This design comes from an exercise in tuning for small area, a short achievable clock period and few clock cycles per item on the open sky130 flow, not from production work.
RTL that was checked went through simulation tests only; none was proved equivalent to the original.
For run 1, only the layout was checked, not whether the RTL still works.
No activity file was given, so power comes from the tool's default toggle rates.

==> flow/design.v (outline; a module is shown in full before it is edited, if it fits) <==
// module nio61_proc: 1460 lines
// module nio61_crc: 23 lines
module nio61_proc (
    input  wire        clk,
    input  wire        rst,
    input  wire        in_valid,
    output wire        in_ready,
    input  wire [7:0]  in_len,
    input  wire [95:0] in_frame,
    output wire        out_valid,
    input  wire        out_ready,
    output wire        out_err,
    output wire [31:0] out_data
);
  // ...
==> flow/flow/run.sh <==
#!/bin/bash
# Layout: the standard flow (standard.sh) with two changes:
#  - synthesis maps the checksum module with ABC's speed script (synth_mixed.tcl);
#  - the port buffers are sky130_fd_sc_hd__buf_2 cells.
set -euo pipefail
W=$PWD
bash standard.sh SYNTH_SCRIPT=$W/flow/synth_mixed.tcl SYNTH_HIERARCHICAL=1 \
  SYNTH_KEEP_MODULES=nio61_crc \
  "BUFFER_PORTS_ARGS=-buffer_cell sky130_fd_sc_hd__buf_2" finish > $W/flow.log 2>&1
==> flow/flow/synth_mixed.tcl <==
# The standard synthesis (synth_recipe.tcl), except that the checksum module
# nio61_crc, which is kept as its own module until the end, is mapped with
# ABC's speed script (it maps XOR trees to XOR cells) while the rest uses the
# script the flow settings select.  Registers are untouched: they are all in
# the top module and are mapped exactly as in the standard synthesis.
proc synth {args} { yosys synth -nofsm -noshare {*}$args }
proc abc {args} {
  set i [lsearch -exact $args -script]
  set speed [lreplace $args [expr {$i + 1}] [expr {$i + 1}] $::env(SCRIPTS_DIR)/abc_speed.script]
  yosys abc {*}$args nio61_proc
  yosys abc {*}$speed nio61_crc
}
source $::env(SCRIPTS_DIR)/synth.tcl
# left out here: clear keep_hierarchy, flatten, clean up, hide names made inside functions, write 1_2_yosys.v
==> flow/standard.sh <==
#!/bin/bash
# synth_recipe.tcl (not shown) runs the flow's synth.tcl, then flattens the netlist and writes it again
# the make line also repeats each setting of config.mk as NAME=value (left out here)
make -C /OpenROAD-flow-scripts/flow DESIGN_CONFIG=/design/flow/config.mk WORK_HOME=/design/flow/orfs CLKGATE_MAP_FILE= SYNTH_SCRIPT=/design/flow/synth_recipe.tcl "${@:-finish}"
==> flow/config.mk <==
export PLATFORM = sky130hd
export DESIGN_NAME = nio61_proc
export DESIGN_NICKNAME = nio61_proc
export VERILOG_FILES = /design/flow/design.v
export SDC_FILE = /design/flow/constraint.sdc
export NUM_CORES = 4
export LEC_CHECK = 0
export ABC_AREA = 1
export ABC_CLOCK_PERIOD_IN_PS = 3700
export CAP_MARGIN = 20
export CORE_MARGIN = 2
export CORE_UTILIZATION = 40
export CTS_BUF_LIST = sky130_fd_sc_hd__clkbuf_4 sky130_fd_sc_hd__clkbuf_8
export PLACE_DENSITY = 0.6
export SLEW_MARGIN = 20
==> flow/constraint.sdc <==
create_clock -name core_clock -period 6.0 [get_ports {clk}]
set_input_delay 1.2000 -clock core_clock [delete_from_list [all_inputs] [get_ports {clk}]]
set_output_delay 1.2000 -clock core_clock [all_outputs]
set_load 0.01 [all_outputs]
==> flow_summary.toml, run 1 <==
[status]
outcome = "timing/DRC/antenna clean"

[critical_path]
worstSetupEndpoint = "rem_q3[12]"
r2r_start = "vm_q1[13]"
path_cells = "inv_2, nand2_1, nand2_1, nor2_1, a21oi_1, nand2_2, o21ai_0, nand3_1, nand2_1, nand2_2, nor2_8, a21oi_4, nor2_4, inv_1, o21bai_1, nand2_1"

[die]
io_pins = 143
die_x_microns = 241
core_area_sq_um = 55200

[power_and_ir_drop]
intPower_mw = 5.15
maxPowerGroup = "registers"
p_seq_mw = 2.85
fin_total_pwr_mw = 7.82
clkPwrFrac_pct = 27.2

[global_route]
grt_busiest_layer = "met2"
grt_max_degree = 49
grt_first_pass_wirelength_microns = 85300

[synth]
ys_seq_area_share_pct = 45.8

[cells_and_area]
fin_area_sq_um = 25000
largestRegisters = "rem_q1: 16 flops, vm_q1: 15 flops"

[timing]
finalWorstSetupSlack_ps = 2070
timing.final.crit_share_pct = 65.5

[clock_tree]
root_buffer = "clkbuf_8"
numCtsBuffers = 59
cts_resized = 0
cts_sinks = 344

[place]
dpl.hpwl_microns = 43700
placed_cells = 3404

[routing]
drc_errors = 0
==> module nio61_crc, before the edit <==
module nio61_crc (
    input  wire [95:0] frame,
    output wire        bad
);
    wire [15:0] syn;
    assign syn[0] = 1'b1 ^ frame[0] ^ frame[16] ^ frame[20] ^ frame[24] ^ frame[27] ^ frame[28] ^ frame[35] ^ frame[36] ^ frame[38] ^ frame[42] ^ frame[43] ^ frame[44] ^ frame[48] ^ frame[49] ^ frame[51] ^ frame[58] ^ frame[64] ^ frame[65] ^ frame[67] ^ frame[68] ^ frame[71] ^ frame[72] ^ frame[74] ^ frame[79] ^ frame[80] ^ frame[81] ^ frame[82] ^ frame[83] ^ frame[86] ^ frame[88] ^ frame[90] ^ frame[91] ^ frame[93];
    assign syn[1] = 1'b0 ^ frame[1] ^ frame[17] ^ frame[21] ^ frame[25] ^ frame[28] ^ frame[29] ^ frame[36] ^ frame[37] ^ frame[39] ^ frame[43] ^ frame[44] ^ frame[45] ^ frame[49] ^ frame[50] ^ frame[52] ^ frame[59] ^ frame[65] ^ frame[66] ^ frame[68] ^ frame[69] ^ frame[72] ^ frame[73] ^ frame[75] ^ frame[80] ^ frame[81] ^ frame[82] ^ frame[83] ^ frame[84] ^ frame[87] ^ frame[89] ^ frame[91] ^ frame[92] ^ frame[94];
    assign syn[2] = 1'b0 ^ frame[2] ^ frame[18] ^ frame[22] ^ frame[26] ^ frame[29] ^ frame[30] ^ frame[37] ^ frame[38] ^ frame[40] ^ frame[44] ^ frame[45] ^ frame[46] ^ frame[50] ^ frame[51] ^ frame[53] ^ frame[60] ^ frame[66] ^ frame[67] ^ frame[69] ^ frame[70] ^ frame[73] ^ frame[74] ^ frame[76] ^ frame[81] ^ frame[82] ^ frame[83] ^ frame[84] ^ frame[85] ^ frame[88] ^ frame[90] ^ frame[92] ^ frame[93] ^ frame[95];
    assign syn[3] = 1'b1 ^ frame[3] ^ frame[19] ^ frame[23] ^ frame[27] ^ frame[30] ^ frame[31] ^ frame[38] ^ frame[39] ^ frame[41] ^ frame[45] ^ frame[46] ^ frame[47] ^ frame[51] ^ frame[52] ^ frame[54] ^ frame[61] ^ frame[67] ^ frame[68] ^ frame[70] ^ frame[71] ^ frame[74] ^ frame[75] ^ frame[77] ^ frame[82] ^ frame[83] ^ frame[84] ^ frame[85] ^ frame[86] ^ frame[89] ^ frame[91] ^ frame[93] ^ frame[94];
    assign syn[4] = 1'b1 ^ frame[4] ^ frame[20] ^ frame[24] ^ frame[28] ^ frame[31] ^ frame[32] ^ frame[39] ^ frame[40] ^ frame[42] ^ frame[46] ^ frame[47] ^ frame[48] ^ frame[52] ^ frame[53] ^ frame[55] ^ frame[62] ^ frame[68] ^ frame[69] ^ frame[71] ^ frame[72] ^ frame[75] ^ frame[76] ^ frame[78] ^ frame[83] ^ frame[84] ^ frame[85] ^ frame[86] ^ frame[87] ^ frame[90] ^ frame[92] ^ frame[94] ^ frame[95];
    assign syn[5] = 1'b1 ^ frame[5] ^ frame[16] ^ frame[20] ^ frame[21] ^ frame[24] ^ frame[25] ^ frame[27] ^ frame[28] ^ frame[29] ^ frame[32] ^ frame[33] ^ frame[35] ^ frame[36] ^ frame[38] ^ frame[40] ^ frame[41] ^ frame[42] ^ frame[44] ^ frame[47] ^ frame[51] ^ frame[53] ^ frame[54] ^ frame[56] ^ frame[58] ^ frame[63] ^ frame[64] ^ frame[65] ^ frame[67] ^ frame[68] ^ frame[69] ^ frame[70] ^ frame[71] ^ frame[73] ^ frame[74] ^ frame[76] ^ frame[77] ^ frame[80] ^ frame[81] ^ frame[82] ^ frame[83] ^ frame[84] ^ frame[85] ^ frame[87] ^ frame[90] ^ frame[95];
    assign syn[6] = 1'b0 ^ frame[6] ^ frame[17] ^ frame[21] ^ frame[22] ^ frame[25] ^ frame[26] ^ frame[28] ^ frame[29] ^ frame[30] ^ frame[33] ^ frame[34] ^ frame[36] ^ frame[37] ^ frame[39] ^ frame[41] ^ frame[42] ^ frame[43] ^ frame[45] ^ frame[48] ^ frame[52] ^ frame[54] ^ frame[55] ^ frame[57] ^ frame[59] ^ frame[64] ^ frame[65] ^ frame[66] ^ frame[68] ^ frame[69] ^ frame[70] ^ frame[71] ^ frame[72] ^ frame[74] ^ frame[75] ^ frame[77] ^ frame[78] ^ frame[81] ^ frame[82] ^ frame[83] ^ frame[84] ^ frame[85] ^ frame[86] ^ frame[88] ^ frame[91];
    assign syn[7] = 1'b0 ^ frame[7] ^ frame[18] ^ frame[22] ^ frame[23] ^ frame[26] ^ frame[27] ^ frame[29] ^ frame[30] ^ frame[31] ^ frame[34] ^ frame[35] ^ frame[37] ^ frame[38] ^ frame[40] ^ frame[42] ^ frame[43] ^ frame[44] ^ frame[46] ^ frame[49] ^ frame[53] ^ frame[55] ^ frame[56] ^ frame[58] ^ frame[60] ^ frame[65] ^ frame[66] ^ frame[67] ^ frame[69] ^ frame[70] ^ frame[71] ^ frame[72] ^ frame[73] ^ frame[75] ^ frame[76] ^ frame[78] ^ frame[79] ^ frame[82] ^ frame[83] ^ frame[84] ^ frame[85] ^ frame[86] ^ frame[87] ^ frame[89] ^ frame[92];
    assign syn[8] = 1'b1 ^ frame[8] ^ frame[19] ^ frame[23] ^ frame[24] ^ frame[27] ^ frame[28] ^ frame[30] ^ frame[31] ^ frame[32] ^ frame[35] ^ frame[36] ^ frame[38] ^ frame[39] ^ frame[41] ^ frame[43] ^ frame[44] ^ frame[45] ^ frame[47] ^ frame[50] ^ frame[54] ^ frame[56] ^ frame[57] ^ frame[59] ^ frame[61] ^ frame[66] ^ frame[67] ^ frame[68] ^ frame[70] ^ frame[71] ^ frame[72] ^ frame[73] ^ frame[74] ^ frame[76] ^ frame[77] ^ frame[79] ^ frame[80] ^ frame[83] ^ frame[84] ^ frame[85] ^ frame[86] ^ frame[87] ^ frame[88] ^ frame[90] ^ frame[93];
    assign syn[9] = 1'b0 ^ frame[9] ^ frame[20] ^ frame[24] ^ frame[25] ^ frame[28] ^ frame[29] ^ frame[31] ^ frame[32] ^ frame[33] ^ frame[36] ^ frame[37] ^ frame[39] ^ frame[40] ^ frame[42] ^ frame[44] ^ frame[45] ^ frame[46] ^ frame[48] ^ frame[51] ^ frame[55] ^ frame[57] ^ frame[58] ^ frame[60] ^ frame[62] ^ frame[67] ^ frame[68] ^ frame[69] ^ frame[71] ^ frame[72] ^ frame[73] ^ frame[74] ^ frame[75] ^ frame[77] ^ frame[78] ^ frame[80] ^ frame[81] ^ frame[84] ^ frame[85] ^ frame[86] ^ frame[87] ^ frame[88] ^ frame[89] ^ frame[91] ^ frame[94];
    assign syn[10] = 1'b0 ^ frame[10] ^ frame[21] ^ frame[25] ^ frame[26] ^ frame[29] ^ frame[30] ^ frame[32] ^ frame[33] ^ frame[34] ^ frame[37] ^ frame[38] ^ frame[40] ^ frame[41] ^ frame[43] ^ frame[45] ^ frame[46] ^ frame[47] ^ frame[49] ^ frame[52] ^ frame[56] ^ frame[58] ^ frame[59] ^ frame[61] ^ frame[63] ^ frame[68] ^ frame[69] ^ frame[70] ^ frame[72] ^ frame[73] ^ frame[74] ^ frame[75] ^ frame[76] ^ frame[78] ^ frame[79] ^ frame[81] ^ frame[82] ^ frame[85] ^ frame[86] ^ frame[87] ^ frame[88] ^ frame[89] ^ frame[90] ^ frame[92] ^ frame[95];
    assign syn[11] = 1'b0 ^ frame[11] ^ frame[22] ^ frame[26] ^ frame[27] ^ frame[30] ^ frame[31] ^ frame[33] ^ frame[34] ^ frame[35] ^ frame[38] ^ frame[39] ^ frame[41] ^ frame[42] ^ frame[44] ^ frame[46] ^ frame[47] ^ frame[48] ^ frame[50] ^ frame[53] ^ frame[57] ^ frame[59] ^ frame[60] ^ frame[62] ^ frame[64] ^ frame[69] ^ frame[70] ^ frame[71] ^ frame[73] ^ frame[74] ^ frame[75] ^ frame[76] ^ frame[77] ^ frame[79] ^ frame[80] ^ frame[82] ^ frame[83] ^ frame[86] ^ frame[87] ^ frame[88] ^ frame[89] ^ frame[90] ^ frame[91] ^ frame[93];
    assign syn[12] = 1'b0 ^ frame[12] ^ frame[16] ^ frame[20] ^ frame[23] ^ frame[24] ^ frame[31] ^ frame[32] ^ frame[34] ^ frame[38] ^ frame[39] ^ frame[40] ^ frame[44] ^ frame[45] ^ frame[47] ^ frame[54] ^ frame[60] ^ frame[61] ^ frame[63] ^ frame[64] ^ frame[67] ^ frame[68] ^ frame[70] ^ frame[75] ^ frame[76] ^ frame[77] ^ frame[78] ^ frame[79] ^ frame[82] ^ frame[84] ^ frame[86] ^ frame[87] ^ frame[89] ^ frame[92] ^ frame[93] ^ frame[94];
    assign syn[13] = 1'b1 ^ frame[13] ^ frame[17] ^ frame[21] ^ frame[24] ^ frame[25] ^ frame[32] ^ frame[33] ^ frame[35] ^ frame[39] ^ frame[40] ^ frame[41] ^ frame[45] ^ frame[46] ^ frame[48] ^ frame[55] ^ frame[61] ^ frame[62] ^ frame[64] ^ frame[65] ^ frame[68] ^ frame[69] ^ frame[71] ^ frame[76] ^ frame[77] ^ frame[78] ^ frame[79] ^ frame[80] ^ frame[83] ^ frame[85] ^ frame[87] ^ frame[88] ^ frame[90] ^ frame[93] ^ frame[94] ^ frame[95];
    assign syn[14] = 1'b1 ^ frame[14] ^ frame[18] ^ frame[22] ^ frame[25] ^ frame[26] ^ frame[33] ^ frame[34] ^ frame[36] ^ frame[40] ^ frame[41] ^ frame[42] ^ frame[46] ^ frame[47] ^ frame[49] ^ frame[56] ^ frame[62] ^ frame[63] ^ frame[65] ^ frame[66] ^ frame[69] ^ frame[70] ^ frame[72] ^ frame[77] ^ frame[78] ^ frame[79] ^ frame[80] ^ frame[81] ^ frame[84] ^ frame[86] ^ frame[88] ^ frame[89] ^ frame[91] ^ frame[94] ^ frame[95];
    assign syn[15] = 1'b1 ^ frame[15] ^ frame[19] ^ frame[23] ^ frame[26] ^ frame[27] ^ frame[34] ^ frame[35] ^ frame[37] ^ frame[41] ^ frame[42] ^ frame[43] ^ frame[47] ^ frame[48] ^ frame[50] ^ frame[57] ^ frame[63] ^ frame[64] ^ frame[66] ^ frame[67] ^ frame[70] ^ frame[71] ^ frame[73] ^ frame[78] ^ frame[79] ^ frame[80] ^ frame[81] ^ frame[82] ^ frame[85] ^ frame[87] ^ frame[89] ^ frame[90] ^ frame[92] ^ frame[95];
    assign bad = |syn;
endmodule
==> run 2, diff against run 1 <==
--- a/flow/design.v
+++ b/flow/design.v
@@ -1460,2 +1460,9 @@
 endmodule
+module nio61_x2 (
+    input  wire a,
+    input  wire b,
+    output wire y
+);
+    assign y = a ^ b;
+endmodule
 module nio61_crc (
@@ -1464,20 +1471,297 @@
 );
-    wire [15:0] syn;
-    assign syn[0] = 1'b1 ^ frame[0] ^ frame[16] ^ frame[20] ^ frame[24] ^ frame[27] ^ frame[28] ^ frame[35] ^ frame[36] ^ frame[38] ^ frame[42] ^ frame[43] ^ frame[44] ^ frame[48] ^ frame[49] ^ frame[51] ^ frame[58] ^ frame[64] ^ frame[65] ^ frame[67] ^ frame[68] ^ frame[71] ^ frame[72] ^ frame[74] ^ frame[79] ^ frame[80] ^ frame[81] ^ frame[82] ^ frame[83] ^ frame[86] ^ frame[88] ^ frame[90] ^ frame[91] ^ frame[93];
-    assign syn[1] = 1'b0 ^ frame[1] ^ frame[17] ^ frame[21] ^ frame[25] ^ frame[28] ^ frame[29] ^ frame[36] ^ frame[37] ^ frame[39] ^ frame[43] ^ frame[44] ^ frame[45] ^ frame[49] ^ frame[50] ^ frame[52] ^ frame[59] ^ frame[65] ^ frame[66] ^ frame[68] ^ frame[69] ^ frame[72] ^ frame[73] ^ frame[75] ^ frame[80] ^ frame[81] ^ frame[82] ^ frame[83] ^ frame[84] ^ frame[87] ^ frame[89] ^ frame[91] ^ frame[92] ^ frame[94];
-    assign syn[2] = 1'b0 ^ frame[2] ^ frame[18] ^ frame[22] ^ frame[26] ^ frame[29] ^ frame[30] ^ frame[37] ^ frame[38] ^ frame[40] ^ frame[44] ^ frame[45] ^ frame[46] ^ frame[50] ^ frame[51] ^ frame[53] ^ frame[60] ^ frame[66] ^ frame[67] ^ frame[69] ^ frame[70] ^ frame[73] ^ frame[74] ^ frame[76] ^ frame[81] ^ frame[82] ^ frame[83] ^ frame[84] ^ frame[85] ^ frame[88] ^ frame[90] ^ frame[92] ^ frame[93] ^ frame[95];
-    assign syn[3] = 1'b1 ^ frame[3] ^ frame[19] ^ frame[23] ^ frame[27] ^ frame[30] ^ frame[31] ^ frame[38] ^ frame[39] ^ frame[41] ^ frame[45] ^ frame[46] ^ frame[47] ^ frame[51] ^ frame[52] ^ frame[54] ^ frame[61] ^ frame[67] ^ frame[68] ^ frame[70] ^ frame[71] ^ frame[74] ^ frame[75] ^ frame[77] ^ frame[82] ^ frame[83] ^ frame[84] ^ frame[85] ^ frame[86] ^ frame[89] ^ frame[91] ^ frame[93] ^ frame[94];
-    assign syn[4] = 1'b1 ^ frame[4] ^ frame[20] ^ frame[24] ^ frame[28] ^ frame[31] ^ frame[32] ^ frame[39] ^ frame[40] ^ frame[42] ^ frame[46] ^ frame[47] ^ frame[48] ^ frame[52] ^ frame[53] ^ frame[55] ^ frame[62] ^ frame[68] ^ frame[69] ^ frame[71] ^ frame[72] ^ frame[75] ^ frame[76] ^ frame[78] ^ frame[83] ^ frame[84] ^ frame[85] ^ frame[86] ^ frame[87] ^ frame[90] ^ frame[92] ^ frame[94] ^ frame[95];
-    assign syn[5] = 1'b1 ^ frame[5] ^ frame[16] ^ frame[20] ^ frame[21] ^ frame[24] ^ frame[25] ^ frame[27] ^ frame[28] ^ frame[29] ^ frame[32] ^ frame[33] ^ frame[35] ^ frame[36] ^ frame[38] ^ frame[40] ^ frame[41] ^ frame[42] ^ frame[44] ^ frame[47] ^ frame[51] ^ frame[53] ^ frame[54] ^ frame[56] ^ frame[58] ^ frame[63] ^ frame[64] ^ frame[65] ^ frame[67] ^ frame[68] ^ frame[69] ^ frame[70] ^ frame[71] ^ frame[73] ^ frame[74] ^ frame[76] ^ frame[77] ^ frame[80] ^ frame[81] ^ frame[82] ^ frame[83] ^ frame[84] ^ frame[85] ^ frame[87] ^ frame[90] ^ frame[95];
-    assign syn[6] = 1'b0 ^ frame[6] ^ frame[17] ^ frame[21] ^ frame[22] ^ frame[25] ^ frame[26] ^ frame[28] ^ frame[29] ^ frame[30] ^ frame[33] ^ frame[34] ^ frame[36] ^ frame[37] ^ frame[39] ^ frame[41] ^ frame[42] ^ frame[43] ^ frame[45] ^ frame[48] ^ frame[52] ^ frame[54] ^ frame[55] ^ frame[57] ^ frame[59] ^ frame[64] ^ frame[65] ^ frame[66] ^ frame[68] ^ frame[69] ^ frame[70] ^ frame[71] ^ frame[72] ^ frame[74] ^ frame[75] ^ frame[77] ^ frame[78] ^ frame[81] ^ frame[82] ^ frame[83] ^ frame[84] ^ frame[85] ^ frame[86] ^ frame[88] ^ frame[91];
-    assign syn[7] = 1'b0 ^ frame[7] ^ frame[18] ^ frame[22] ^ frame[23] ^ frame[26] ^ frame[27] ^ frame[29] ^ frame[30] ^ frame[31] ^ frame[34] ^ frame[35] ^ frame[37] ^ frame[38] ^ frame[40] ^ frame[42] ^ frame[43] ^ frame[44] ^ frame[46] ^ frame[49] ^ frame[53] ^ frame[55] ^ frame[56] ^ frame[58] ^ frame[60] ^ frame[65] ^ frame[66] ^ frame[67] ^ frame[69] ^ frame[70] ^ frame[71] ^ frame[72] ^ frame[73] ^ frame[75] ^ frame[76] ^ frame[78] ^ frame[79] ^ frame[82] ^ frame[83] ^ frame[84] ^ frame[85] ^ frame[86] ^ frame[87] ^ frame[89] ^ frame[92];
-    assign syn[8] = 1'b1 ^ frame[8] ^ frame[19] ^ frame[23] ^ frame[24] ^ frame[27] ^ frame[28] ^ frame[30] ^ frame[31] ^ frame[32] ^ frame[35] ^ frame[36] ^ frame[38] ^ frame[39] ^ frame[41] ^ frame[43] ^ frame[44] ^ frame[45] ^ frame[47] ^ frame[50] ^ frame[54] ^ frame[56] ^ frame[57] ^ frame[59] ^ frame[61] ^ frame[66] ^ frame[67] ^ frame[68] ^ frame[70] ^ frame[71] ^ frame[72] ^ frame[73] ^ frame[74] ^ frame[76] ^ frame[77] ^ frame[79] ^ frame[80] ^ frame[83] ^ frame[84] ^ frame[85] ^ frame[86] ^ frame[87] ^ frame[88] ^ frame[90] ^ frame[93];
-    assign syn[9] = 1'b0 ^ frame[9] ^ frame[20] ^ frame[24] ^ frame[25] ^ frame[28] ^ frame[29] ^ frame[31] ^ frame[32] ^ frame[33] ^ frame[36] ^ frame[37] ^ frame[39] ^ frame[40] ^ frame[42] ^ frame[44] ^ frame[45] ^ frame[46] ^ frame[48] ^ frame[51] ^ frame[55] ^ frame[57] ^ frame[58] ^ frame[60] ^ frame[62] ^ frame[67] ^ frame[68] ^ frame[69] ^ frame[71] ^ frame[72] ^ frame[73] ^ frame[74] ^ frame[75] ^ frame[77] ^ frame[78] ^ frame[80] ^ frame[81] ^ frame[84] ^ frame[85] ^ frame[86] ^ frame[87] ^ frame[88] ^ frame[89] ^ frame[91] ^ frame[94];
-    assign syn[10] = 1'b0 ^ frame[10] ^ frame[21] ^ frame[25] ^ frame[26] ^ frame[29] ^ frame[30] ^ frame[32] ^ frame[33] ^ frame[34] ^ frame[37] ^ frame[38] ^ frame[40] ^ frame[41] ^ frame[43] ^ frame[45] ^ frame[46] ^ frame[47] ^ frame[49] ^ frame[52] ^ frame[56] ^ frame[58] ^ frame[59] ^ frame[61] ^ frame[63] ^ frame[68] ^ frame[69] ^ frame[70] ^ frame[72] ^ frame[73] ^ frame[74] ^ frame[75] ^ frame[76] ^ frame[78] ^ frame[79] ^ frame[81] ^ frame[82] ^ frame[85] ^ frame[86] ^ frame[87] ^ frame[88] ^ frame[89] ^ frame[90] ^ frame[92] ^ frame[95];
-    assign syn[11] = 1'b0 ^ frame[11] ^ frame[22] ^ frame[26] ^ frame[27] ^ frame[30] ^ frame[31] ^ frame[33] ^ frame[34] ^ frame[35] ^ frame[38] ^ frame[39] ^ frame[41] ^ frame[42] ^ frame[44] ^ frame[46] ^ frame[47] ^ frame[48] ^ frame[50] ^ frame[53] ^ frame[57] ^ frame[59] ^ frame[60] ^ frame[62] ^ frame[64] ^ frame[69] ^ frame[70] ^ frame[71] ^ frame[73] ^ frame[74] ^ frame[75] ^ frame[76] ^ frame[77] ^ frame[79] ^ frame[80] ^ frame[82] ^ frame[83] ^ frame[86] ^ frame[87] ^ frame[88] ^ frame[89] ^ frame[90] ^ frame[91] ^ frame[93];
-    assign syn[12] = 1'b0 ^ frame[12] ^ frame[16] ^ frame[20] ^ frame[23] ^ frame[24] ^ frame[31] ^ frame[32] ^ frame[34] ^ frame[38] ^ frame[39] ^ frame[40] ^ frame[44] ^ frame[45] ^ frame[47] ^ frame[54] ^ frame[60] ^ frame[61] ^ frame[63] ^ frame[64] ^ frame[67] ^ frame[68] ^ frame[70] ^ frame[75] ^ frame[76] ^ frame[77] ^ frame[78] ^ frame[79] ^ frame[82] ^ frame[84] ^ frame[86] ^ frame[87] ^ frame[89] ^ frame[92] ^ frame[93] ^ frame[94];
-    assign syn[13] = 1'b1 ^ frame[13] ^ frame[17] ^ frame[21] ^ frame[24] ^ frame[25] ^ frame[32] ^ frame[33] ^ frame[35] ^ frame[39] ^ frame[40] ^ frame[41] ^ frame[45] ^ frame[46] ^ frame[48] ^ frame[55] ^ frame[61] ^ frame[62] ^ frame[64] ^ frame[65] ^ frame[68] ^ frame[69] ^ frame[71] ^ frame[76] ^ frame[77] ^ frame[78] ^ frame[79] ^ frame[80] ^ frame[83] ^ frame[85] ^ frame[87] ^ frame[88] ^ frame[90] ^ frame[93] ^ frame[94] ^ frame[95];
-    assign syn[14] = 1'b1 ^ frame[14] ^ frame[18] ^ frame[22] ^ frame[25] ^ frame[26] ^ frame[33] ^ frame[34] ^ frame[36] ^ frame[40] ^ frame[41] ^ frame[42] ^ frame[46] ^ frame[47] ^ frame[49] ^ frame[56] ^ frame[62] ^ frame[63] ^ frame[65] ^ frame[66] ^ frame[69] ^ frame[70] ^ frame[72] ^ frame[77] ^ frame[78] ^ frame[79] ^ frame[80] ^ frame[81] ^ frame[84] ^ frame[86] ^ frame[88] ^ frame[89] ^ frame[91] ^ frame[94] ^ frame[95];
-    assign syn[15] = 1'b1 ^ frame[15] ^ frame[19] ^ frame[23] ^ frame[26] ^ frame[27] ^ frame[34] ^ frame[35] ^ frame[37] ^ frame[41] ^ frame[42] ^ frame[43] ^ frame[47] ^ frame[48] ^ frame[50] ^ frame[57] ^ frame[63] ^ frame[64] ^ frame[66] ^ frame[67] ^ frame[70] ^ frame[71] ^ frame[73] ^ frame[78] ^ frame[79] ^ frame[80] ^ frame[81] ^ frame[82] ^ frame[85] ^ frame[87] ^ frame[89] ^ frame[90] ^ frame[92] ^ frame[95];
-    assign bad = |syn;
+    wire [387:96] x;
+    nio61_x2 g96 (.a(frame[70]), .b(frame[82]), .y(x[96]));
+    nio61_x2 g97 (.a(frame[71]), .b(frame[85]), .y(x[97]));
+    nio61_x2 g98 (.a(frame[75]), .b(frame[86]), .y(x[98]));
+    nio61_x2 g99 (.a(frame[73]), .b(frame[87]), .y(x[99]));
+    nio61_x2 g100 (.a(frame[68]), .b(frame[84]), .y(x[100]));
+    nio61_x2 g101 (.a(frame[69]), .b(frame[83]), .y(x[101]));
+    nio61_x2 g102 (.a(frame[41]), .b(frame[77]), .y(x[102]));
+    nio61_x2 g103 (.a(frame[40]), .b(frame[76]), .y(x[103]));
+    nio61_x2 g104 (.a(frame[44]), .b(frame[67]), .y(x[104]));
+    nio61_x2 g105 (.a(frame[39]), .b(frame[45]), .y(x[105]));
+    nio61_x2 g106 (.a(frame[38]), .b(frame[74]), .y(x[106]));
+    nio61_x2 g107 (.a(frame[36]), .b(frame[72]), .y(x[107]));
+    nio61_x2 g108 (.a(frame[26]), .b(frame[34]), .y(x[108]));
+    nio61_x2 g109 (.a(frame[46]), .b(frame[88]), .y(x[109]));
+    nio61_x2 g110 (.a(frame[42]), .b(frame[48]), .y(x[110]));
+    nio61_x2 g111 (.a(frame[35]), .b(frame[80]), .y(x[111]));
+    nio61_x2 g112 (.a(frame[47]), .b(frame[90]), .y(x[112]));
+    nio61_x2 g113 (.a(frame[25]), .b(frame[81]), .y(x[113]));
+    nio61_x2 g114 (.a(frame[79]), .b(frame[89]), .y(x[114]));
+    nio61_x2 g115 (.a(frame[24]), .b(frame[32]), .y(x[115]));
+    nio61_x2 g116 (.a(frame[29]), .b(frame[37]), .y(x[116]));
+    nio61_x2 g117 (.a(frame[30]), .b(x[96]), .y(x[117]));
+    nio61_x2 g118 (.a(frame[78]), .b(x[97]), .y(x[118]));
+    nio61_x2 g119 (.a(frame[28]), .b(x[100]), .y(x[119]));
+    nio61_x2 g120 (.a(frame[31]), .b(x[98]), .y(x[120]));
+    nio61_x2 g121 (.a(frame[43]), .b(frame[66]), .y(x[121]));
+    nio61_x2 g122 (.a(frame[27]), .b(x[111]), .y(x[122]));
+    nio61_x2 g123 (.a(frame[94]), .b(x[105]), .y(x[123]));
+    nio61_x2 g124 (.a(frame[53]), .b(x[101]), .y(x[124]));
+    nio61_x2 g125 (.a(frame[91]), .b(x[107]), .y(x[125]));
+    nio61_x2 g126 (.a(frame[33]), .b(x[109]), .y(x[126]));
+    nio61_x2 g127 (.a(frame[95]), .b(x[103]), .y(x[127]));
+    nio61_x2 g128 (.a(x[99]), .b(x[112]), .y(x[128]));
+    nio61_x2 g129 (.a(frame[93]), .b(x[106]), .y(x[129]));
+    nio61_x2 g130 (.a(x[108]), .b(x[114]), .y(x[130]));
+    nio61_x2 g131 (.a(frame[55]), .b(x[118]), .y(x[131]));
+    nio61_x2 g132 (.a(frame[64]), .b(frame[65]), .y(x[132]));
+    nio61_x2 g133 (.a(frame[20]), .b(x[104]), .y(x[133]));
+    nio61_x2 g134 (.a(frame[21]), .b(x[113]), .y(x[134]));
+    nio61_x2 g135 (.a(frame[54]), .b(x[102]), .y(x[135]));
+    nio61_x2 g136 (.a(frame[57]), .b(x[110]), .y(x[136]));
+    nio61_x2 g137 (.a(frame[92]), .b(x[116]), .y(x[137]));
+    nio61_x2 g138 (.a(frame[62]), .b(x[126]), .y(x[138]));
+    nio61_x2 g139 (.a(frame[22]), .b(x[117]), .y(x[139]));
+    nio61_x2 g140 (.a(frame[60]), .b(x[120]), .y(x[140]));
+    nio61_x2 g141 (.a(x[122]), .b(x[128]), .y(x[141]));
+    nio61_x2 g142 (.a(x[115]), .b(x[119]), .y(x[142]));
+    nio61_x2 g143 (.a(frame[63]), .b(frame[78]), .y(x[143]));
+    nio61_x2 g144 (.a(frame[50]), .b(frame[59]), .y(x[144]));
+    nio61_x2 g145 (.a(frame[49]), .b(frame[56]), .y(x[145]));
+    nio61_x2 g146 (.a(frame[19]), .b(frame[23]), .y(x[146]));
+    nio61_x2 g147 (.a(frame[51]), .b(frame[58]), .y(x[147]));
+    nio61_x2 g148 (.a(frame[18]), .b(frame[84]), .y(x[148]));
+    nio61_x2 g149 (.a(frame[17]), .b(x[101]), .y(x[149]));
+    nio61_x2 g150 (.a(x[124]), .b(x[127]), .y(x[150]));
+    nio61_x2 g151 (.a(frame[83]), .b(x[129]), .y(x[151]));
+    nio61_x2 g152 (.a(frame[89]), .b(x[123]), .y(x[152]));
+    nio61_x2 g153 (.a(frame[80]), .b(x[125]), .y(x[153]));
+    nio61_x2 g154 (.a(frame[16]), .b(x[133]), .y(x[154]));
+    nio61_x2 g155 (.a(frame[52]), .b(x[134]), .y(x[155]));
+    nio61_x2 g156 (.a(x[97]), .b(x[135]), .y(x[156]));
+    nio61_x2 g157 (.a(x[130]), .b(x[145]), .y(x[157]));
+    nio61_x2 g158 (.a(x[102]), .b(x[138]), .y(x[158]));
+    nio61_x2 g159 (.a(frame[49]), .b(frame[82]), .y(x[159]));
+    nio61_x2 g160 (.a(frame[23]), .b(frame[38]), .y(x[160]));
+    nio61_x2 g161 (.a(frame[47]), .b(frame[61]), .y(x[161]));
+    nio61_x2 g162 (.a(frame[46]), .b(frame[72]), .y(x[162]));
+    nio61_x2 g163 (.a(frame[70]), .b(frame[86]), .y(x[163]));
+    nio61_x2 g164 (.a(frame[68]), .b(frame[79]), .y(x[164]));
+    nio61_x2 g165 (.a(frame[87]), .b(frame[92]), .y(x[165]));
+    nio61_x2 g166 (.a(frame[50]), .b(frame[81]), .y(x[166]));
+    nio61_x2 g167 (.a(frame[42]), .b(frame[65]), .y(x[167]));
+    nio61_x2 g168 (.a(frame[45]), .b(frame[85]), .y(x[168]));
+    nio61_x2 g169 (.a(frame[40]), .b(frame[69]), .y(x[169]));
+    nio61_x2 g170 (.a(frame[67]), .b(x[146]), .y(x[170]));
+    nio61_x2 g171 (.a(frame[88]), .b(x[132]), .y(x[171]));
+    nio61_x2 g172 (.a(x[148]), .b(x[167]), .y(x[172]));
+    nio61_x2 g173 (.a(x[113]), .b(x[169]), .y(x[173]));
+    nio61_x2 g174 (.a(frame[44]), .b(x[144]), .y(x[174]));
+    nio61_x2 g175 (.a(x[100]), .b(x[161]), .y(x[175]));
+    nio61_x2 g176 (.a(frame[59]), .b(x[98]), .y(x[176]));
+    nio61_x2 g177 (.a(x[99]), .b(x[121]), .y(x[177]));
+    nio61_x2 g178 (.a(frame[90]), .b(x[164]), .y(x[178]));
+    nio61_x2 g179 (.a(frame[63]), .b(x[96]), .y(x[179]));
+    nio61_x2 g180 (.a(frame[93]), .b(x[115]), .y(x[180]));
+    nio61_x2 g181 (.a(x[105]), .b(x[121]), .y(x[181]));
+    nio61_x2 g182 (.a(frame[74]), .b(x[116]), .y(x[182]));
+    nio61_x2 g183 (.a(x[103]), .b(x[160]), .y(x[183]));
+    nio61_x2 g184 (.a(frame[58]), .b(x[137]), .y(x[184]));
+    nio61_x2 g185 (.a(x[123]), .b(x[180]), .y(x[185]));
+    nio61_x2 g186 (.a(x[136]), .b(x[182]), .y(x[186]));
+    nio61_x2 g187 (.a(frame[64]), .b(x[136]), .y(x[187]));
+    nio61_x2 g188 (.a(x[119]), .b(x[149]), .y(x[188]));
+    nio61_x2 g189 (.a(frame[52]), .b(x[120]), .y(x[189]));
+    nio61_x2 g190 (.a(frame[61]), .b(x[127]), .y(x[190]));
+    nio61_x2 g191 (.a(x[125]), .b(x[171]), .y(x[191]));
+    nio61_x2 g192 (.a(x[157]), .b(x[172]), .y(x[192]));
+    nio61_x2 g193 (.a(x[141]), .b(x[156]), .y(x[193]));
+    nio61_x2 g194 (.a(x[131]), .b(x[162]), .y(x[194]));
+    nio61_x2 g195 (.a(x[147]), .b(x[154]), .y(x[195]));
+    nio61_x2 g196 (.a(x[124]), .b(x[139]), .y(x[196]));
+    nio61_x2 g197 (.a(x[130]), .b(x[141]), .y(x[197]));
+    nio61_x2 g198 (.a(x[131]), .b(x[186]), .y(x[198]));
+    nio61_x2 g199 (.a(x[152]), .b(x[153]), .y(x[199]));
+    nio61_x2 g200 (.a(x[142]), .b(x[150]), .y(x[200]));
+    nio61_x2 g201 (.a(x[155]), .b(x[176]), .y(x[201]));
+    nio61_x2 g202 (.a(frame[77]), .b(x[140]), .y(x[202]));
+    nio61_x2 g203 (.a(x[187]), .b(x[197]), .y(x[203]));
+    nio61_x2 g204 (.a(frame[56]), .b(x[193]), .y(x[204]));
+    nio61_x2 g205 (.a(x[140]), .b(x[196]), .y(x[205]));
+    nio61_x2 g206 (.a(frame[0]), .b(frame[24]), .y(x[206]));
+    nio61_x2 g207 (.a(frame[28]), .b(frame[43]), .y(x[207]));
+    nio61_x2 g208 (.a(frame[71]), .b(frame[81]), .y(x[208]));
+    nio61_x2 g209 (.a(frame[86]), .b(x[110]), .y(x[209]));
+    nio61_x2 g210 (.a(x[159]), .b(x[206]), .y(x[210]));
+    nio61_x2 g211 (.a(x[207]), .b(x[208]), .y(x[211]));
+    nio61_x2 g212 (.a(x[122]), .b(x[178]), .y(x[212]));
+    nio61_x2 g213 (.a(x[209]), .b(x[210]), .y(x[213]));
+    nio61_x2 g214 (.a(x[211]), .b(x[151]), .y(x[214]));
+    nio61_x2 g215 (.a(x[191]), .b(x[212]), .y(x[215]));
+    nio61_x2 g216 (.a(x[213]), .b(x[195]), .y(x[216]));
+    nio61_x2 g217 (.a(x[214]), .b(x[215]), .y(x[217]));
+    nio61_x2 g218 (.a(x[216]), .b(x[217]), .y(x[218]));
+    nio61_x2 g219 (.a(frame[1]), .b(frame[65]), .y(x[219]));
+    nio61_x2 g220 (.a(frame[75]), .b(x[159]), .y(x[220]));
+    nio61_x2 g221 (.a(x[219]), .b(x[137]), .y(x[221]));
+    nio61_x2 g222 (.a(x[174]), .b(x[177]), .y(x[222]));
+    nio61_x2 g223 (.a(x[220]), .b(x[155]), .y(x[223]));
+    nio61_x2 g224 (.a(x[188]), .b(x[221]), .y(x[224]));
+    nio61_x2 g225 (.a(x[222]), .b(x[199]), .y(x[225]));
+    nio61_x2 g226 (.a(x[223]), .b(x[224]), .y(x[226]));
+    nio61_x2 g227 (.a(x[225]), .b(x[226]), .y(x[227]));
+    nio61_x2 g228 (.a(frame[2]), .b(frame[26]), .y(x[228]));
+    nio61_x2 g229 (.a(frame[51]), .b(frame[60]), .y(x[229]));
+    nio61_x2 g230 (.a(frame[66]), .b(frame[73]), .y(x[230]));
+    nio61_x2 g231 (.a(frame[90]), .b(x[104]), .y(x[231]));
+    nio61_x2 g232 (.a(x[109]), .b(x[148]), .y(x[232]));
+    nio61_x2 g233 (.a(x[166]), .b(x[168]), .y(x[233]));
+    nio61_x2 g234 (.a(x[228]), .b(x[229]), .y(x[234]));
+    nio61_x2 g235 (.a(x[230]), .b(x[129]), .y(x[235]));
+    nio61_x2 g236 (.a(x[137]), .b(x[231]), .y(x[236]));
+    nio61_x2 g237 (.a(x[232]), .b(x[233]), .y(x[237]));
+    nio61_x2 g238 (.a(x[234]), .b(x[139]), .y(x[238]));
+    nio61_x2 g239 (.a(x[150]), .b(x[235]), .y(x[239]));
+    nio61_x2 g240 (.a(x[236]), .b(x[237]), .y(x[240]));
+    nio61_x2 g241 (.a(x[238]), .b(x[239]), .y(x[241]));
+    nio61_x2 g242 (.a(x[240]), .b(x[241]), .y(x[242]));
+    nio61_x2 g243 (.a(frame[3]), .b(frame[27]), .y(x[243]));
+    nio61_x2 g244 (.a(frame[46]), .b(frame[51]), .y(x[244]));
+    nio61_x2 g245 (.a(frame[91]), .b(x[243]), .y(x[245]));
+    nio61_x2 g246 (.a(x[244]), .b(x[117]), .y(x[246]));
+    nio61_x2 g247 (.a(x[170]), .b(x[175]), .y(x[247]));
+    nio61_x2 g248 (.a(x[245]), .b(x[151]), .y(x[248]));
+    nio61_x2 g249 (.a(x[152]), .b(x[156]), .y(x[249]));
+    nio61_x2 g250 (.a(x[189]), .b(x[246]), .y(x[250]));
+    nio61_x2 g251 (.a(x[247]), .b(x[248]), .y(x[251]));
+    nio61_x2 g252 (.a(x[249]), .b(x[250]), .y(x[252]));
+    nio61_x2 g253 (.a(x[251]), .b(x[252]), .y(x[253]));
+    nio61_x2 g254 (.a(frame[4]), .b(frame[20]), .y(x[254]));
+    nio61_x2 g255 (.a(frame[39]), .b(frame[62]), .y(x[255]));
+    nio61_x2 g256 (.a(frame[94]), .b(x[110]), .y(x[256]));
+    nio61_x2 g257 (.a(x[112]), .b(x[165]), .y(x[257]));
+    nio61_x2 g258 (.a(x[254]), .b(x[255]), .y(x[258]));
+    nio61_x2 g259 (.a(x[256]), .b(x[257]), .y(x[259]));
+    nio61_x2 g260 (.a(x[258]), .b(x[189]), .y(x[260]));
+    nio61_x2 g261 (.a(x[259]), .b(x[194]), .y(x[261]));
+    nio61_x2 g262 (.a(x[200]), .b(x[260]), .y(x[262]));
+    nio61_x2 g263 (.a(x[261]), .b(x[262]), .y(x[263]));
+    nio61_x2 g264 (.a(frame[5]), .b(frame[29]), .y(x[264]));
+    nio61_x2 g265 (.a(frame[33]), .b(frame[36]), .y(x[265]));
+    nio61_x2 g266 (.a(frame[42]), .b(x[106]), .y(x[266]));
+    nio61_x2 g267 (.a(x[132]), .b(x[264]), .y(x[267]));
+    nio61_x2 g268 (.a(x[265]), .b(x[134]), .y(x[268]));
+    nio61_x2 g269 (.a(x[179]), .b(x[266]), .y(x[269]));
+    nio61_x2 g270 (.a(x[267]), .b(x[268]), .y(x[270]));
+    nio61_x2 g271 (.a(x[269]), .b(x[195]), .y(x[271]));
+    nio61_x2 g272 (.a(x[200]), .b(x[270]), .y(x[272]));
+    nio61_x2 g273 (.a(x[204]), .b(x[271]), .y(x[273]));
+    nio61_x2 g274 (.a(x[272]), .b(x[273]), .y(x[274]));
+    nio61_x2 g275 (.a(frame[6]), .b(frame[33]), .y(x[275]));
+    nio61_x2 g276 (.a(x[108]), .b(x[275]), .y(x[276]));
+    nio61_x2 g277 (.a(x[135]), .b(x[181]), .y(x[277]));
+    nio61_x2 g278 (.a(x[276]), .b(x[139]), .y(x[278]));
+    nio61_x2 g279 (.a(x[188]), .b(x[191]), .y(x[279]));
+    nio61_x2 g280 (.a(x[277]), .b(x[198]), .y(x[280]));
+    nio61_x2 g281 (.a(x[201]), .b(x[278]), .y(x[281]));
+    nio61_x2 g282 (.a(x[279]), .b(x[280]), .y(x[282]));
+    nio61_x2 g283 (.a(x[281]), .b(x[282]), .y(x[283]));
+    nio61_x2 g284 (.a(frame[7]), .b(frame[27]), .y(x[284]));
+    nio61_x2 g285 (.a(frame[35]), .b(x[104]), .y(x[285]));
+    nio61_x2 g286 (.a(x[284]), .b(x[177]), .y(x[286]));
+    nio61_x2 g287 (.a(x[183]), .b(x[285]), .y(x[287]));
+    nio61_x2 g288 (.a(x[184]), .b(x[286]), .y(x[288]));
+    nio61_x2 g289 (.a(x[287]), .b(x[192]), .y(x[289]));
+    nio61_x2 g290 (.a(x[194]), .b(x[288]), .y(x[290]));
+    nio61_x2 g291 (.a(x[205]), .b(x[289]), .y(x[291]));
+    nio61_x2 g292 (.a(x[290]), .b(x[291]), .y(x[292]));
+    nio61_x2 g293 (.a(frame[8]), .b(frame[30]), .y(x[293]));
+    nio61_x2 g294 (.a(frame[31]), .b(frame[57]), .y(x[294]));
+    nio61_x2 g295 (.a(frame[61]), .b(frame[76]), .y(x[295]));
+    nio61_x2 g296 (.a(frame[79]), .b(frame[88]), .y(x[296]));
+    nio61_x2 g297 (.a(x[104]), .b(x[107]), .y(x[297]));
+    nio61_x2 g298 (.a(x[144]), .b(x[146]), .y(x[298]));
+    nio61_x2 g299 (.a(x[163]), .b(x[293]), .y(x[299]));
+    nio61_x2 g300 (.a(x[294]), .b(x[295]), .y(x[300]));
+    nio61_x2 g301 (.a(x[296]), .b(x[181]), .y(x[301]));
+    nio61_x2 g302 (.a(x[297]), .b(x[298]), .y(x[302]));
+    nio61_x2 g303 (.a(x[299]), .b(x[300]), .y(x[303]));
+    nio61_x2 g304 (.a(x[142]), .b(x[151]), .y(x[304]));
+    nio61_x2 g305 (.a(x[301]), .b(x[302]), .y(x[305]));
+    nio61_x2 g306 (.a(x[303]), .b(x[304]), .y(x[306]));
+    nio61_x2 g307 (.a(x[305]), .b(x[204]), .y(x[307]));
+    nio61_x2 g308 (.a(x[306]), .b(x[307]), .y(x[308]));
+    nio61_x2 g309 (.a(frame[9]), .b(x[99]), .y(x[309]));
+    nio61_x2 g310 (.a(x[147]), .b(x[133]), .y(x[310]));
+    nio61_x2 g311 (.a(x[173]), .b(x[309]), .y(x[311]));
+    nio61_x2 g312 (.a(x[138]), .b(x[142]), .y(x[312]));
+    nio61_x2 g313 (.a(x[310]), .b(x[311]), .y(x[313]));
+    nio61_x2 g314 (.a(x[198]), .b(x[199]), .y(x[314]));
+    nio61_x2 g315 (.a(x[202]), .b(x[312]), .y(x[315]));
+    nio61_x2 g316 (.a(x[313]), .b(x[314]), .y(x[316]));
+    nio61_x2 g317 (.a(x[315]), .b(x[316]), .y(x[317]));
+    nio61_x2 g318 (.a(frame[10]), .b(frame[32]), .y(x[318]));
+    nio61_x2 g319 (.a(frame[41]), .b(frame[43]), .y(x[319]));
+    nio61_x2 g320 (.a(frame[68]), .b(frame[69]), .y(x[320]));
+    nio61_x2 g321 (.a(frame[72]), .b(x[106]), .y(x[321]));
+    nio61_x2 g322 (.a(x[143]), .b(x[168]), .y(x[322]));
+    nio61_x2 g323 (.a(x[318]), .b(x[319]), .y(x[323]));
+    nio61_x2 g324 (.a(x[320]), .b(x[117]), .y(x[324]));
+    nio61_x2 g325 (.a(x[126]), .b(x[128]), .y(x[325]));
+    nio61_x2 g326 (.a(x[321]), .b(x[322]), .y(x[326]));
+    nio61_x2 g327 (.a(x[323]), .b(x[157]), .y(x[327]));
+    nio61_x2 g328 (.a(x[184]), .b(x[190]), .y(x[328]));
+    nio61_x2 g329 (.a(x[324]), .b(x[325]), .y(x[329]));
+    nio61_x2 g330 (.a(x[326]), .b(x[201]), .y(x[330]));
+    nio61_x2 g331 (.a(x[327]), .b(x[328]), .y(x[331]));
+    nio61_x2 g332 (.a(x[329]), .b(x[330]), .y(x[332]));
+    nio61_x2 g333 (.a(x[331]), .b(x[332]), .y(x[333]));
+    nio61_x2 g334 (.a(frame[11]), .b(frame[39]), .y(x[334]));
+    nio61_x2 g335 (.a(frame[71]), .b(frame[76]), .y(x[335]));
+    nio61_x2 g336 (.a(frame[91]), .b(x[334]), .y(x[336]));
+    nio61_x2 g337 (.a(x[335]), .b(x[129]), .y(x[337]));
+    nio61_x2 g338 (.a(x[174]), .b(x[336]), .y(x[338]));
+    nio61_x2 g339 (.a(x[337]), .b(x[338]), .y(x[339]));
+    nio61_x2 g340 (.a(x[158]), .b(x[339]), .y(x[340]));
+    nio61_x2 g341 (.a(x[203]), .b(x[205]), .y(x[341]));
+    nio61_x2 g342 (.a(x[340]), .b(x[341]), .y(x[342]));
+    nio61_x2 g343 (.a(frame[12]), .b(frame[34]), .y(x[343]));
+    nio61_x2 g344 (.a(frame[54]), .b(frame[64]), .y(x[344]));
+    nio61_x2 g345 (.a(x[96]), .b(x[114]), .y(x[345]));
+    nio61_x2 g346 (.a(x[143]), .b(x[165]), .y(x[346]));
+    nio61_x2 g347 (.a(x[343]), .b(x[344]), .y(x[347]));
+    nio61_x2 g348 (.a(x[175]), .b(x[183]), .y(x[348]));
+    nio61_x2 g349 (.a(x[345]), .b(x[346]), .y(x[349]));
+    nio61_x2 g350 (.a(x[347]), .b(x[154]), .y(x[350]));
+    nio61_x2 g351 (.a(x[185]), .b(x[348]), .y(x[351]));
+    nio61_x2 g352 (.a(x[349]), .b(x[202]), .y(x[352]));
+    nio61_x2 g353 (.a(x[350]), .b(x[351]), .y(x[353]));
+    nio61_x2 g354 (.a(x[352]), .b(x[353]), .y(x[354]));
+    nio61_x2 g355 (.a(frame[13]), .b(frame[21]), .y(x[355]));
+    nio61_x2 g356 (.a(frame[25]), .b(frame[48]), .y(x[356]));
+    nio61_x2 g357 (.a(frame[87]), .b(x[111]), .y(x[357]));
+    nio61_x2 g358 (.a(x[132]), .b(x[355]), .y(x[358]));
+    nio61_x2 g359 (.a(x[356]), .b(x[149]), .y(x[359]));
+    nio61_x2 g360 (.a(x[178]), .b(x[357]), .y(x[360]));
+    nio61_x2 g361 (.a(x[358]), .b(x[131]), .y(x[361]));
+    nio61_x2 g362 (.a(x[185]), .b(x[190]), .y(x[362]));
+    nio61_x2 g363 (.a(x[359]), .b(x[360]), .y(x[363]));
+    nio61_x2 g364 (.a(x[158]), .b(x[361]), .y(x[364]));
+    nio61_x2 g365 (.a(x[362]), .b(x[363]), .y(x[365]));
+    nio61_x2 g366 (.a(x[364]), .b(x[365]), .y(x[366]));
+    nio61_x2 g367 (.a(frame[14]), .b(frame[22]), .y(x[367]));
+    nio61_x2 g368 (.a(frame[47]), .b(frame[66]), .y(x[368]));
+    nio61_x2 g369 (.a(frame[94]), .b(frame[95]), .y(x[369]));
+    nio61_x2 g370 (.a(x[143]), .b(x[163]), .y(x[370]));
+    nio61_x2 g371 (.a(x[367]), .b(x[368]), .y(x[371]));
+    nio61_x2 g372 (.a(x[369]), .b(x[173]), .y(x[372]));
+    nio61_x2 g373 (.a(x[370]), .b(x[371]), .y(x[373]));
+    nio61_x2 g374 (.a(x[153]), .b(x[372]), .y(x[374]));
+    nio61_x2 g375 (.a(x[373]), .b(x[158]), .y(x[375]));
+    nio61_x2 g376 (.a(x[192]), .b(x[374]), .y(x[376]));
+    nio61_x2 g377 (.a(x[375]), .b(x[376]), .y(x[377]));
+    nio61_x2 g378 (.a(frame[15]), .b(frame[37]), .y(x[378]));
+    nio61_x2 g379 (.a(frame[41]), .b(frame[92]), .y(x[379]));
+    nio61_x2 g380 (.a(frame[95]), .b(x[121]), .y(x[380]));
+    nio61_x2 g381 (.a(x[166]), .b(x[378]), .y(x[381]));
+    nio61_x2 g382 (.a(x[379]), .b(x[118]), .y(x[382]));
+    nio61_x2 g383 (.a(x[170]), .b(x[179]), .y(x[383]));
+    nio61_x2 g384 (.a(x[380]), .b(x[381]), .y(x[384]));
+    nio61_x2 g385 (.a(x[382]), .b(x[383]), .y(x[385]));
+    nio61_x2 g386 (.a(x[384]), .b(x[385]), .y(x[386]));
+    nio61_x2 g387 (.a(x[203]), .b(x[386]), .y(x[387]));
+    wire [15:0] syn = {x[387], x[377], x[366], x[354], x[342], x[333], x[317], x[308], x[292], x[283], x[274], x[263], x[253], x[242], x[227], x[218]};
+    assign bad = (syn != 16'he139);
 endmodule
==> flow/flow/run.sh (replaced) <==
#!/bin/bash
# Layout: the standard flow (standard.sh) with two changes:
#  - synthesis maps the XOR gate module of the checksum network with ABC's
#    speed script (synth_x2.tcl); all else as in the standard synthesis;
#  - the port buffers are sky130_fd_sc_hd__buf_2 cells.
set -euo pipefail
W=$PWD
bash standard.sh SYNTH_SCRIPT=$W/flow/synth_x2.tcl \
  "BUFFER_PORTS_ARGS=-buffer_cell sky130_fd_sc_hd__buf_2" finish > $W/flow.log 2>&1
==> flow/flow/synth_x2.tcl (new file) <==
# The standard synthesis (synth_recipe.tcl) with one change: the one-gate
# module nio61_x2 (an XOR), of which the checksum network is built, is mapped
# with ABC's speed script, which maps it to an XOR cell; every other module
# is mapped with the script the flow settings select, exactly as in the
# standard synthesis.  Registers are untouched.
proc synth {args} { yosys synth -nofsm -noshare {*}$args }
proc abc {args} {
  set i [lsearch -exact $args -script]
  set speed [lreplace $args [expr {$i + 1}] [expr {$i + 1}] $::env(SCRIPTS_DIR)/abc_speed.script]
  yosys abc {*}$args nio61_proc nio61_crc
  yosys abc {*}$speed nio61_x2
}
source $::env(SCRIPTS_DIR)/synth.tcl
# left out here: clear keep_hierarchy, flatten, clean up, hide names made inside functions, write 1_2_yosys.v
--- a/flow/config.mk
+++ b/flow/config.mk
@@ -12,4 +12,5 @@
 export CORE_UTILIZATION = 40
-export CTS_BUF_LIST = sky130_fd_sc_hd__clkbuf_4 sky130_fd_sc_hd__clkbuf_8
 export PLACE_DENSITY = 0.6
 export SLEW_MARGIN = 20
+export SYNTH_HIERARCHICAL = 1
+export SYNTH_MINIMUM_KEEP_SIZE = 0
removed: flow/flow/synth_mixed.tcl
==> flow_summary.toml, run 2 <==
[status]
outcome = "timing/DRC/antenna clean"

[die]
io_pins = 143
die-area_sq_um = 56800
core_area_sq_um = 54000
rows = 85
die_x_microns = 238
die_h_microns = 238
start_util_pct = 40.7

[synth]
yosysTopAreaCellShare_pct = 45.9
synth_edf_count = 336
syn_inst = 2553
synth_area_leaders = "edfxtp_1 (46%), xor2_1 (15%), nand2_1 (12%)"
synth-seq-cells = 344
synth_largest_area_cell = "edfxtp_1"
synth_cell_types = 58
synth.avg_cell_area_sq_um = 8.60
netlist_area_sq_um = 22000
yosysMostFrequentCell = "nand2_1"
ys_seq_area_share_pct = 46.7
synth_ff_type = "edfxtp_1"
async_flop_share_pct = 0
yosys-top-cells-count = "nand2_1 (681), xor2_1 (373), edfxtp_1 (336)"
ys_warn_count = 7

[critical_path]
endpoint_kind = "flip-flop"
critPathKind = "reg -> reg"
path_max_fanout = 21
cp.arrival_ps = 4160
crit_required_ps = 6310
start_kind = "flip-flop"

[cells_and_area]
insertedDiodeCount = 0
final_cell_mix = "nand2_1 (681), xor2_1 (373), edfxtp_1 (336), inv_1 (317), nand3_1 (205)"
mostFrequentLayoutCell = "nand2_1"
area_growth_pct = 12.8
regMostFlops = "rem_q1"
nets = 2828
largestRegisters = "rem_q1: 16 flops, vm_q1: 15 flops"
largest_register_ff_count = 16
drive_above_1_share_pct = 12.3

[timing]
finalWorstSetupSlack_ps = 2150
post-route-min-period_ps = 3850
max_freq_mhz = 260
hold_viol_final = 0
rsz0062_at_grt = "no"
finClkSkew_ps = 22.2
finalSetupViolCount = 0
worst_slew_pin_slew_ps = 1030
fin_setup_tns_ps = 0
timing.final.crit_share_pct = 64.2
maxSlewHeadroom_pct = 31.2
drv_slew = 0

[global_route]
grt-ovfl-total = 0
grt_pass1_vias = 16500
grt_max_degree = 49
grt_first_pass_wirelength_microns = 83200
grt_usage_pct = 18.4
antenna_found_initial = 0

[routing]
drc_errors = 0
viasPerCell = 4.92
drt_iter0_drc = 840
finalWirelength_microns = 51400
vias = 17000
ant_nets = 0
wl_per_cell_microns = 14.9
first_pass_iters = 5

[clock_tree]
clk_path_buf_depth = 3
cts_sinks = 344
root_buffer = "clkbuf_16"
cts_resized = 0
cts_tree = "built"
htreeDepth = 2
clk_latency_ps = 550
clkSlewWorstSetupHoldPaths_ps = 70
numCtsBuffers = 39
post_cts_buffers = 0
hold_buffers = 0

[place]
portBuffers = 136
gp_congestion = 0.939
dpl.hpwl_microns = 41500
dp_slack_ps = 1650

[power_and_ir_drop]
p_sw_mw = 2.67
intPower_mw = 5.23
power_frac_seq_pct = 36.1
leakage_nw = 11.4
combPwrFrac_pct = 32.5
power_switching_share_pct = 33.8
irDropWorstVdd_v = 0.000170
power.density_nw_per_um2 = 319
clkPwrFrac_pct = 31.5

[worst_hold_path]
hp-class = "reg -> reg"

[run]
maxCapViolations = 0
run 2: cell types whose count changed after synthesis, sizes merged, moves of 2 or more:
cell / change
buf: -5
clkbuf: -4
inv: +4
nand3: -3
nor2: +5
or3: -2
xnor2: -192
xnor3: -31
xor2: +249
xor3: -2
run 2: logic make-up (layout without fill, tap and decap cells):
family	count (synthesis)	count (layout)	synth area share, %
adder cells (fa/ha/maj)	2	2	0.0912
XOR/XNOR	398	398	16.0
AO/OA/AOI/OAI	169	169	4.60
other	1	6	0.0171
buffers and inverters	370	560	6.77
AND/OR/NAND/NOR	1269	1269	25.8
flip-flops	344	344	46.7
run 2: metal layers:
metal | vias up | routed length (microns) | track usage (%)
met1 | 7801 | 22100 | 22.4
li1 | 8667 | - | -
met5 | - | 0 | 0
met4 | 0 | 1920 | 7.35
met2 | 374 | 25100 | 32.6
met3 | 111 | 2180 | 2.58
run 2: power groups by stage:
stage / registers, mW / clock network [mW] / logic [mW]
2_1_floorplan: 2.87 / 0 / 2.05
3_3_place_gp: 2.90 / 0 / 2.52
3_5_place_dp: 2.90 / 0 / 2.56
4_1_cts: 2.85 / 2.56 / 2.57
5_1_grt: 2.86 / 2.64 / 2.90
6_report: 2.85 / 2.48 / 2.57
run 2: modules after synthesis, one instance, submodules excluded:
| module | flip-flops and latches | cells inside | copies in the design | cell area, sq um |
|---|---|---|---|---|
| nio61_crc | 0 | 18 | 1 | 72.6 |
| nio61_proc | 344 | 2243 | 1 | 19300 |
| nio61_x2 | 0 | 1 | 292 | 8.76 |
run 2: metrics by stage:
step	utilization (%)	power, mW	cells	hold slack, ps	instance area, sq um
2_1_floorplan	-	4.92	2558	400	22000
3_3_place_gp	43.3	5.42	3375	401	23400
3_5_place_dp	43.3	5.46	3375	405	23400
4_1_cts	45.8	7.97	3444	400	24800
5_1_grt	45.8	8.40	3444	412	24800
6_report	45.8	7.90	3444	399	24800
run 2: area by class of cell:
cell class	count	area (sq um)
Clock buffer	42	987
Clock inverter	27	364
Fill cell	5223	29300
Inverter	348	1310
Multi-Input combinational cell	1844	10300
Sequential cell	344	10200
Tap cell	696	871
Timing Repair Buffer	143	733
run 2: critical path, stage by stage (launching register included):
cell      delay [ps]
edfxtp_1         480
inv_2            140
nor2_1            60
o21ai_0           90
o21ai_0          170
nor2_4           150
nand2_4          120
a21oi_4          460
nand3_1          180
nand2_1           90
nand3_1          110
nand2_1          150
inv_1             50
nand2_1           70
nand2_2           80
nand2_1           70
nand2_1           80
nor2_4           540
inv_1            250
o21bai_1         200
nand2_1           60
run 2: path summary, 6_finish.rpt:
path                                from    endpoint  slack (ps)  cells past startpoint
worst min register to register   p_q7[0]     p_q9[2]         400                      0
worst max-delay path            vm_q1[6]  rem_q3[12]        2150                     20
worst max register to register  vm_q1[6]  rem_q3[12]        2150                     20
worst min-delay path             p_q7[0]     p_q9[2]         400                      0
Testbench counts of run 2, summed over its fixed seeds: cycles 16,064, items 16,000.
==> run 3, diff against run 2 <==
--- a/flow/config.mk
+++ b/flow/config.mk
@@ -12,3 +12,5 @@
 export CORE_UTILIZATION = 40
+export CTS_BUF_LIST = sky130_fd_sc_hd__clkbuf_4 sky130_fd_sc_hd__clkbuf_8
 export PLACE_DENSITY = 0.6
+export SETUP_SLACK_MARGIN = 3.0
 export SLEW_MARGIN = 20
==> flow_summary.toml, run 3 <==
[place]
dpl.hpwl_microns = 41000
gp_congestion = 0.948
dp_slack_ps = 1670
portBuffers = 136

[synth]
synth_compound_area_share_pct = 4.60
synth_ff_type = "edfxtp_1"
synthMuxAreaShare_pct = 0
synth.avg_cell_area_sq_um = 8.60
ys_seq_area_share_pct = 46.7
synth_cell_types = 58
yosysMostFrequentCell = "nand2_1"
syn_inst = 2553
synthSimpleGateAreaFrac_pct = 25.8
yosys-top-cells-count = "nand2_1 (681), xor2_1 (373), edfxtp_1 (336)"
yosysTopAreaCellShare_pct = 45.9
synth_top_family_by_area = "simple AND/OR/NAND/NOR gates"
synth_largest_area_cell = "edfxtp_1"
synthXorXnorAreaFrac_pct = 16.0
async_flop_share_pct = 0
ys_warn_count = 7
synth_edf_count = 336
synth-adder-area-share_pct = 0.0912
synth_area_leaders = "edfxtp_1 (46%), xor2_1 (15%), nand2_1 (12%)"
synth-seq-cells = 344
netlist_area_sq_um = 22000

[critical_path]
ff2ff_setup_slack_ps = 2940
critPathKind = "reg -> reg"
crit_buf_inv = 4
start_kind = "flip-flop"
path_max_fanout = 6
worst_path_max_delay_cell = "edfxtp_1"
path_cells = "inv_2, nand2_1, nand2_2, nand2_4, nor2_4, nor2_4, nand2_8, a21oi_4, buf_6, buf_6, nand3_2, nand2_2, nand2_1, nand2_1, nor2_4, nand2_4, a21oi_4, nor2_4, buf_6, nand3_2, nand2_2, nand2_2"
endpoint_kind = "flip-flop"
crit_required_ps = 6360
critPathTopFamily = "simple AND/OR/NAND/NOR gates"
max_stage_delay_ps = 470
cp.arrival_ps = 3430

[global_route]
grt_pass1_vias = 17400
grt-ovfl-total = 0
antenna_found_initial = 0
grt_first_pass_wirelength_microns = 86900
grt_usage_pct = 19.1
grt_max_degree = 49

[timing]
timing.final.crit_share_pct = 51.0
finalSetupViolCount = 0
drv_slew = 0
worst_slew_pin_slew_ps = 1010
finClkSkew_ps = 40.6
rsz0062_at_grt = "yes"
finalWorstSetupSlack_ps = 2940
fin_setup_tns_ps = 0
post-route-min-period_ps = 3060
max_freq_mhz = 327
hold_viol_final = 0
fin_hold_ws_ps = 406
maxSlewHeadroom_pct = 32.5

[routing]
viasPerCell = 4.96
ant_nets = 0
drt_iter0_drc = 993
first_pass_iters = 6
vias = 18700
wl_per_cell_microns = 15.6
finalWirelength_microns = 58700
drc_errors = 0

[power_and_ir_drop]
irDropWorstVdd_v = 0.000163
fin_total_pwr_mw = 8.41
power.density_nw_per_um2 = 285
leakage_nw = 13.4

[die]
die-area_sq_um = 56800
die_h_microns = 238
die_x_microns = 238
io_pins = 143
start_util_pct = 40.7
core_area_sq_um = 54000
rows = 85

[cells_and_area]
nets = 3140
final_cell_mix = "nand2_1 (570), edfxtp_1 (336), inv_1 (281), xor2_1 (279), buf_4 (261)"
largest_register_ff_count = 16
regMostFlops = "rem_q1"
insertedDiodeCount = 0
fin_util_pct = 54.6
mostFrequentLayoutCell = "nand2_1"
drive_above_1_share_pct = 33.6
area_growth_pct = 34.3
largestRegisters = "rem_q1: 16 flops, vm_q1: 15 flops"

[clock_tree]
htreeDepth = 2
cts_tree = "built"
clk_path_buf_depth = 3
root_buffer = "clkbuf_8"
cts_sinks = 344
clkSlewWorstSetupHoldPaths_ps = 70
clk_latency_ps = 650
numCtsBuffers = 56

[status]
outcome = "timing/DRC/antenna clean"

[worst_hold_path]
hp-class = "reg -> reg"

[run]
maxCapViolations = 0
==> run 3: cell types whose count changed in the layout (fill, tap and decap cells not counted), moves of 37 or more <==
cell	before	now
nand2_1	681	570
nand2_2	45	103
xor2_2	0	72
buf_4	7	261
nand2_4	13	59
nor2_1	184	147
clkbuf_8	0	59
xor2_1	373	279
clkbuf_16	39	0
==> run 3: metal layers <==
layer / vias up / track usage, % / routed length [microns]
met4: 0 / 7.16 / 2140
met1: 8807 / 22.8 / 23300
met3: 156 / 2.44 / 2770
met5: - / 0 / 0
li1: 9231 / - / -
met2: 537 / 35.1 / 30500
==> run 3: worst reg2reg max path, stage by stage, from the launching register on <==
cell,delay [ps]
edfxtp_1,470
inv_2,70
nand2_1,80
nand2_2,80
nand2_4,90
nor2_4,40
nor2_4,200
nand2_8,120
a21oi_4,170
buf_6,120
buf_6,110
nand3_2,90
nand2_2,120
nand2_1,90
nand2_1,140
nor2_4,50
nand2_4,110
a21oi_4,90
nor2_4,180
buf_6,150
nand3_2,80
nand2_2,80
nand2_2,60
==> run 3: final timing paths <==
kind / startpoint / end / cells after the start
setup reg to reg: rem_q1[5] / rem_q3[13] / 22
hold / removal: p_q7[1] / p_q9[3] / 0
hold reg to reg: p_q7[1] / p_q9[3] / 0
setup / recovery: rem_q1[5] / rem_q3[13] / 22
==> run 3: kinds of logic (layout without fill, tap and decap cells) <==
logic type / Yosys count / after routing
and+or+nand+nor: 1269 / 1277
AOI/OAI and AO/OA: 169 / 170
xor gates and xnor gates: 398 / 398
DFF: 344 / 344
adders and majority gates: 2 / 2
other: 1 / 6
buffers and inverters: 370 / 881
==> run 3: report_power, final <==
part / internal, mW / switching [mW] / total (mW) / leakage (nW)
Combinational: 1.43 / 2.10 / 3.54 / 9.63
Clock: 1.12 / 0.906 / 2.03 / 0.604
Sequential: 2.78 / 0.0732 / 2.85 / 3.16
Total: 5.33 / 3.08 / 8.41 / 13.4
==> run 3: area by class of cell <==
class	instances	area, sq um
Inverter	348	1330
Clock inverter	26	184
Tap cell	696	871
Timing Repair Buffer	428	3190
Timing Repair inverter	1	8.76
Fill cell	4667	24500
Sequential cell	344	10200
Multi-Input combinational cell	1853	12700
Clock buffer	78	955
==> run 3: repair_timing <==
| item | CTS | global route |
|---|---|---|
| resized for setup | 131 | 444 |
| pin swaps | 49 | 213 |
| endpoints found under the setup margin | 105 | 84 |
| hold buffers | 0 | 0 |
| setup buffers | 107 | 178 |
| gates cloned | 6 | 4 |
==> run 3: stage by stage <==
step                instances  area (sq um)
CTS                      3592         26200
global placement         3375         23600
detailed placement       3375         23600
global route             3774         29500
finish                   3774         29500
floorplan                2558         22100
==> run 3: per-module statistics from Yosys, one instance, submodules excluded <==
module      area, sq um  cells inside  copies in the design
nio61_crc          72.6            18                     1
nio61_proc        19300          2243                     1
nio61_x2           8.76             1                   292

[separate check: timing with driven ports]
The flow's constraints put no driver on any port. The routed layouts listed below were extracted and timed again, unchanged, in two steps.
Step 1 sets driving cells, clkbuf_16 on the clock port and buf_2 on the other inputs (assumed; they add their load-dependent delay and slew).
Step 2, shift: input delay + t, output delay - t, t = (earliest + latest rising clock arrival at the registers) / 2. This alone moves slack from input paths to output paths.
a / b / c = ideal ports / drivers / drivers and shift; a / b = the first two.
| run | shift t [ns] | setup WS [ns] | hold WS [ns] |
|---|---|---|---|
| run 1 | 0.687 | 2.072 / 2.072 / 1.540 | 0.397 / 0.397 / 0.397 |
| run 2 | 0.597 | 2.147 / 2.147 / 1.618 | 0.399 / 0.399 / 0.399 |
| run 3 | 0.688 | 2.939 / 2.939 / 2.272 | 0.406 / 0.406 / 0.406 |
After both steps every run listed still meets setup and hold. For run 3, which loses most, drivers alone change the setup slack by 0.000 ns; drivers and shift together by -0.667 ns.
